From an optimization exercise on the open Yosys and OpenROAD flow, aimed at small area, a short achievable clock period and few clock cycles; shortcuts taken in it are not production practice. The RTL was checked by simulation tests, not by an equivalence proof against the original design.

==> v32: inputs <==
Design cprq_core, start of the top module:
module cprq_core (
    input  wire         clk,
    input  wire         rst,             
    input  wire         cmd_valid,
    output reg          cmd_ready,
    input  wire [31:0]  cmd_hdr,
    input  wire [31:0]  cmd_addr,
    input  wire [31:0]  cmd_a,
    input  wire [31:0]  cmd_b,
    input  wire [31:0]  cmd_c,
    output reg          rsp_valid,
    input  wire         rsp_ready,
    output reg  [1:0]   rsp_status,
    output reg          rsp_f0v,
    output reg          rsp_f1v,
    output reg  [111:0] rsp_frame0,
    output wire [111:0] rsp_frame1,
    output reg          crc_req_valid,
    input  wire         crc_req_ready,
    output reg  [87:0]  crc_req_msg,
    input  wire         crc_rsp_valid,
    output reg          crc_rsp_ready,
    input  wire [23:0]  crc_rsp_val
);
    localparam [1:0] OP_MKPOS = 2'b01,
                     OP_MKALT = 2'b10,
                     OP_MKVEL = 2'b11;
    localparam [4:0] TYPE_ALT = 5'd0,
                     TYPE_POS = 5'd17,
                     TYPE_VEL = 5'd19;
    localparam [2:0] P0 = 3'd0, P1 = 3'd1, P2 = 3'd2, P3 = 3'd3, P4 = 3'd4;
    reg [2:0]  ph;
    reg [6:0]  c_hdr;
    reg [23:0] c_addr;
    reg [31:0] c_a, c_b, c_c;
    reg [28:0] zq_r;        
    reg [5:0]  nz;
    reg        m_wait;      
    reg        m_slot;      
    reg        m_last;      
    reg [87:0] nmsg;        
    reg        n_v;
    reg        n_slot;
    reg        n_last;
    reg [58:0] f1_lo;       
    assign rsp_frame1 = {rsp_frame0[111:59] & {53{rsp_f1v}}, f1_lo};
    wire [1:0] op      = c_hdr[1:0];
    wire [1:0] variant = c_hdr[3:2];
    wire       pa      = c_hdr[4];
    wire       pb      = c_hdr[5];
    wire       pc      = c_hdr[6];
    wire       is_err  = (op == 2'b00) || (variant == 2'b11);
    wire       is_pos  = (op == OP_MKPOS) && (variant != 2'b11);
    wire [7:0] fb      = (variant == 2'b01) ? 8'h95 : 8'h92;
  ...
==> flow/config.mk <==
export PLATFORM = sky130hd
export DESIGN_NAME = cprq_core
export DESIGN_NICKNAME = cprq_core
export VERILOG_FILES = /design/flow/design.v
export SDC_FILE = /design/flow/constraint.sdc
export NUM_CORES = 4
export LEC_CHECK = 0
export CAP_MARGIN = 20
export CORE_MARGIN = 2
export CORE_UTILIZATION = 40
export SLEW_MARGIN = 20
==> flow/constraint.sdc <==
create_clock -name core_clock -period 34.0 [get_ports {clk}]
set_input_delay 6.8000 -clock core_clock [delete_from_list [all_inputs] [get_ports {clk}]]
set_output_delay 6.8000 -clock core_clock [all_outputs]
set_load 0.01 [all_outputs]
standard.sh (not shown) runs the stock make flow with config.mk's settings and CLKGATE_MAP_FILE= SYNTH_SCRIPT=/design/flow/synth_recipe.tcl, a recipe that flattens the netlist after the stock synthesis.
==> flow/flow/run.sh <==
#!/bin/bash
# Own layout flow: the standard flow (standard.sh) with
#  - synthesis through flow/synth.tcl: the standard flow's script, but ABC maps with an
#    area-recovering script at a realistic delay target; no full-adder
#    extraction and yosys's own carry-lookahead mapping (registers unchanged);
#  - timing repair aiming below the 34 ns constraint (SETUP_SLACK_MARGIN),
#    so that the achieved period is short. The SDC is the standard flow's, unchanged.
# Every tool's output goes to the ORFS logs under orfs/logs; make's own
# output goes to flow_make.log in this folder.
set -euo pipefail
W=$PWD
export FLOW_ABC_DELAY_PS=6000
bash standard.sh \
  SYNTH_SCRIPT=$W/flow/synth.tcl \
  ADDER_MAP_FILE= \
  SYNTH_OPERATIONS_ARGS=-nofsm \
  SETUP_SLACK_MARGIN=25.2 \
  finish > $W/flow_make.log 2>&1
==> flow/flow/synth.tcl <==
# The standard flow's synthesis script (synth_recipe.tcl) with one change: ABC maps with
# yosys's own area-recovering script at a realistic delay target instead of
# ORFS's fixed minimum-delay script. Registers are mapped before ABC, exactly
# as in the standard synthesis.
proc synth {args} { yosys synth -nofsm -noshare {*}$args }
proc abc {args} {
  set out {}
  set skip 0
  foreach a $args {
    if {$skip} { set skip 0; continue }
    if {$a eq "-script" || $a eq "-D"} { set skip 1; continue }
    lappend out $a
  }
  yosys abc {*}$out -D $::env(FLOW_ABC_DELAY_PS)
}
source $::env(SCRIPTS_DIR)/synth.tcl
# left out here: clear keep_hierarchy, flatten, clean up, hide names made inside functions, write 1_2_yosys.v
==> inputs of v16, as changes to v32 <==
--- a/flow/design.v
+++ b/flow/design.v
@@ -912,17 +912,17 @@
     reg [6:0]  c_hdr;
     reg [23:0] c_addr;
     reg [31:0] c_a, c_b, c_c;
     reg [28:0] zq_r;        
     reg [5:0]  nz;
     reg        m_wait;      
     reg        m_slot;      
     reg        m_last;      
-    reg [87:0] nmsg;        
+    reg [59:0] nmsg;
     reg        n_v;
     reg        n_slot;
     reg        n_last;
     reg [58:0] f1_lo;       
     assign rsp_frame1 = {rsp_frame0[111:59] & {53{rsp_f1v}}, f1_lo};
     wire [1:0] op      = c_hdr[1:0];
     wire [1:0] variant = c_hdr[3:2];
     wire       pa      = c_hdr[4];
@@ -955,16 +955,24 @@
     wire [16:0] xz_w;
     cprq_zq_div u_zq2 (.u(zq_r), .code(xz_w));
     wire [31:0] head   = {fb, c_addr};
     wire [55:0] me_pos = {TYPE_POS, 2'b00, imf, c_c[11:0], 1'b0, 1'b0, c_c[28:12], xz_w};
     wire [55:0] me_alt = {TYPE_ALT, 2'b00, imf, ac, 1'b0, 1'b0, 34'd0};
     wire [2:0]  st     = ss ? 3'd2 : 3'd1;
     wire [55:0] me_vel = {TYPE_VEL, st, imf, 4'b0000, eew, ens, 1'b1, evr, 2'b00, 8'h00};
     wire [87:0] first_msg = {head, is_pos ? me_pos : (op == OP_MKALT) ? me_alt : me_vel};
+    wire [32:0] short_pay = (op == OP_MKVEL) ? {ss, eew, ens, evr} : {21'd0, ac};
+    wire [1:0]  n_var  = nmsg[59:58];
+    wire        n_imf  = (n_var == 2'b10);
+    wire [32:0] n_pay  = nmsg[32:0];
+    wire [55:0] n_alt  = {TYPE_ALT, 2'b00, n_imf, n_pay[11:0], 1'b0, 1'b0, 34'd0};
+    wire [55:0] n_vel  = {TYPE_VEL, n_pay[32] ? 3'd2 : 3'd1, n_imf, 4'b0000, n_pay[31:21],
+                          n_pay[20:10], 1'b1, n_pay[9:0], 2'b00, 8'h00};
+    wire [87:0] n_msg  = {(n_var == 2'b01) ? 8'h95 : 8'h92, nmsg[56:33], nmsg[57] ? n_vel : n_alt};
     wire ans       = m_wait && crc_rsp_valid && crc_rsp_ready;
     wire msg_free  = !(crc_req_valid || m_wait) || ans;
     wire n_to_m    = n_v && msg_free;                        
     wire n_free    = !n_v || n_to_m;
     wire short_rdy = (ph == P1) && !is_pos && !is_err;       
     wire pos_rdy   = (ph == P3);                             
     wire c_to_m    = (short_rdy || pos_rdy) && msg_free && !n_v;
     wire c_to_n    = short_rdy && !c_to_m && n_free;
@@ -1035,24 +1043,24 @@
             if (ph == P3 && c_to_m)
                 zq_r  <= zq_u;
         end
         if (odd_to_n) begin
             nmsg[34:0] <= {1'b1, c_a[16:0], xz_w};
             n_slot <= 1'b1;
             n_last <= 1'b1;
         end else if (c_to_n) begin
-            nmsg   <= first_msg;
+            nmsg   <= {variant, op == OP_MKVEL, c_addr, short_pay};
             n_slot <= 1'b0;
             n_last <= 1'b1;
         end
         if (n_to_m) begin
             if (!n_slot)
-                crc_req_msg[87:35] <= nmsg[87:35];
-            crc_req_msg[34:0] <= nmsg[34:0];
+                crc_req_msg[87:35] <= n_msg[87:35];
+            crc_req_msg[34:0] <= n_slot ? nmsg[34:0] : n_msg[34:0];
             m_slot      <= n_slot;
             m_last      <= n_last;
         end else if (c_to_m) begin
             crc_req_msg <= first_msg;
             m_slot      <= 1'b0;
             m_last      <= !is_pos;
         end
         if (ans) begin
==> flow/flow/run.sh (replaced) <==
#!/bin/bash
# Own layout flow: the standard flow (standard.sh) with
#  - synthesis through flow/synth.tcl: the standard flow's script, but ABC maps with an
#    area-recovering script at a realistic delay target; no full-adder
#    extraction and yosys's own carry-lookahead mapping (registers unchanged);
#  - timing repair aiming below the 34 ns constraint (SETUP_SLACK_MARGIN),
#    so that the achieved period is short. The SDC is the standard flow's, unchanged;
#  - every port still gets its buffer, but a plain buf_1 (BUFFER_PORTS_ARGS)
#    instead of the delay cell buffer_ports picks by default.
# Every tool's output goes to the ORFS logs under orfs/logs; make's own
# output goes to flow_make.log in this folder.
set -euo pipefail
W=$PWD
export FLOW_ABC_DELAY_PS=6000
bash standard.sh \
  SYNTH_SCRIPT=$W/flow/synth.tcl \
  ADDER_MAP_FILE= \
  SYNTH_OPERATIONS_ARGS=-nofsm \
  SETUP_SLACK_MARGIN=25.2 \
  'BUFFER_PORTS_ARGS=-buffer_cell sky130_fd_sc_hd__buf_1' \
  finish > $W/flow_make.log 2>&1
==> comparison table <==
quantity                                                                     v16             v32
Result of the run                                                 finished clean  finished clean
Max-slew headroom                                                          22.3%           23.4%
Number of storage elements in the synthesis netlist                          518             536
Met3 track demand over resource                                            5.79%           5.07%
Slowest cell delay on critical path                                      0.49 ns         0.51 ns
Adder-Cell Fraction of Synth Area                                          1.73%           1.49%
Wire length on met1                                                      74.2 mm         72.9 mm
Final Routed Wirelength                                                   178 mm          177 mm
Met2 usage                                                                 47.6%           46.7%
R2R Path End                                                               nz[0]           nz[5]
Clock Pin Slew Worst Setup and Hold Paths                                0.06 ns         0.07 ns
Slowest CP cell                                                            or4_4        edfxtp_1
Worst R2R Setup Slack                                                   24.94 ns        24.76 ns
Met1 usage                                                                 40.1%           38.7%
Worst hold path startpoint                                            c_addr[12]       c_addr[2]
Initial antenna violation count                                                9              15
Half-perimeter wire length of the detailed placement result               127 mm          124 mm
Post-synthesis mux area share                                              2.32%           2.24%
Overall die height                                                        334 um          337 um
Post-route minimum period                                                9.06 ns         9.24 ns
Relative area of clock buffers and inverters in the final design           3.87%           3.83%
Testbench counts of v32, summed over its fixed seeds: cycles 4,802.
Testbench counts of v16, summed over its fixed seeds: cycles 4,802.

* * *

==> 06-04 <==
RTL: one of the versions met above, not the one the previous note started from.
==> flow/config.mk <==
export PLATFORM = sky130hd
export DESIGN_NAME = cprq_core
export DESIGN_NICKNAME = cprq_core
export VERILOG_FILES = /design/flow/design.v
export SDC_FILE = /design/flow/constraint.sdc
export NUM_CORES = 4
export LEC_CHECK = 0
export CAP_MARGIN = 20
export CORE_MARGIN = 2
export CORE_UTILIZATION = 40
export SLEW_MARGIN = 20
==> flow/constraint.sdc <==
create_clock -name core_clock -period 34.0 [get_ports {clk}]
set_input_delay 6.8000 -clock core_clock [delete_from_list [all_inputs] [get_ports {clk}]]
set_output_delay 6.8000 -clock core_clock [all_outputs]
set_load 0.01 [all_outputs]
==> flow/flow/run.sh <==
#!/bin/bash
# Own layout flow: the standard flow (standard.sh) with
#  - synthesis through flow/synth.tcl: the standard flow's script, but ABC maps with an
#    area-recovering script at a realistic delay target; no full-adder
#    extraction and yosys's own carry-lookahead mapping (registers unchanged);
#  - timing repair aiming below the 34 ns constraint (SETUP_SLACK_MARGIN),
#    so that the achieved period is short. The SDC is the standard flow's, unchanged;
#  - every port still gets its buffer, but a plain buf_1 (BUFFER_PORTS_ARGS)
#    instead of the delay cell buffer_ports picks by default;
#  - larger clock-sink clusters (CTS_CLUSTER_SIZE), fewer clock buffers.
# Every tool's output goes to the ORFS logs under orfs/logs; make's own
# output goes to flow_make.log in this folder.
set -euo pipefail
W=$PWD
export FLOW_ABC_DELAY_PS=6000
bash standard.sh \
  SYNTH_SCRIPT=$W/flow/synth.tcl \
  ADDER_MAP_FILE= \
  SYNTH_OPERATIONS_ARGS=-nofsm \
  SETUP_SLACK_MARGIN=25.2 \
  CTS_CLUSTER_SIZE=24 \
  'BUFFER_PORTS_ARGS=-buffer_cell sky130_fd_sc_hd__buf_1' \
  finish > $W/flow_make.log 2>&1
Scripts as last shown in full above: flow/flow/synth.tcl
==> 03-21 (differences from 06-04) <==
--- a/flow/flow/run.sh
+++ b/flow/flow/run.sh
@@ -9,3 +9,3 @@
 #    instead of the delay cell buffer_ports picks by default;
-#  - larger clock-sink clusters (CTS_CLUSTER_SIZE), fewer clock buffers.
+#  - clock tree built from clkbuf_8 (CTS_BUF_LIST) instead of clkbuf_16.
 # Every tool's output goes to the ORFS logs under orfs/logs; make's own
@@ -20,3 +20,3 @@
   SETUP_SLACK_MARGIN=25.2 \
-  CTS_CLUSTER_SIZE=24 \
+  CTS_BUF_LIST=sky130_fd_sc_hd__clkbuf_8 \
   'BUFFER_PORTS_ARGS=-buffer_cell sky130_fd_sc_hd__buf_1' \
==> summary.txt <==
In flip-flop and latch count, 06-04 and 03-21 do not differ. In die area, 03-21 and 06-04 do not differ. Between 03-21 and 06-04, the lower sequential share of layout area is in 06-04 (gap 0.34 points). In global-route usage, 03-21 and 06-04 hardly differ. In 06-04 the register-to-register slack is worse than in 03-21, by 0.08 ns. Between 06-04 and 03-21, the lower maximum frequency is in 06-04 (gap about 0.9%, measured against 03-21). Of 03-21 and 06-04, 03-21 has the higher count of clock-buffer cells in the layout (gap 32).
Testbench counts of 06-04, summed over its fixed seeds: cycles 4,802.
Testbench counts of 03-21, summed over its fixed seeds: cycles 4,802.

-- what the ideal ports hide --
No port has a modelled driver above. Below, the same layouts with a new extraction and two added sets of constraints.
Step 1 (the two cells are an assumption about what drives the block):
set clk [get_ports {clk}]
set_driving_cell -lib_cell sky130_fd_sc_hd__clkbuf_16 $clk
set_driving_cell -lib_cell sky130_fd_sc_hd__buf_2 [delete_from_list [all_inputs] $clk]
Step 2, shift: input delay + t, output delay - t, t = (earliest + latest rising clock arrival at the registers) / 2. This alone moves slack from input paths to output paths.
Three values: ideal ports, drivers, drivers and shift; two values: the first two.
run	t (ns)	setup slack, ns	clock arrival spread, ns	worst register clock-pin slew, ns	worst data-port slew with drivers (ns)
v32	0.750	24.756 / 24.756 / 24.526	0.107 / 0.107	0.07 / 0.07	0.23
v16	0.750	24.938 / 24.938 / 24.318	0.081 / 0.080	0.07 / 0.07	0.17
06-04	0.750	24.938 / 24.938 / 24.318	0.081 / 0.080	0.07 / 0.07	0.17
03-21	0.870	25.023 / 25.023 / 24.391	0.082 / 0.082	0.07 / 0.07	0.18
After both steps setup and hold are still met in every run listed. For 03-21, which loses most, drivers alone change the setup slack by 0.000 ns; drivers and shift together by -0.632 ns.
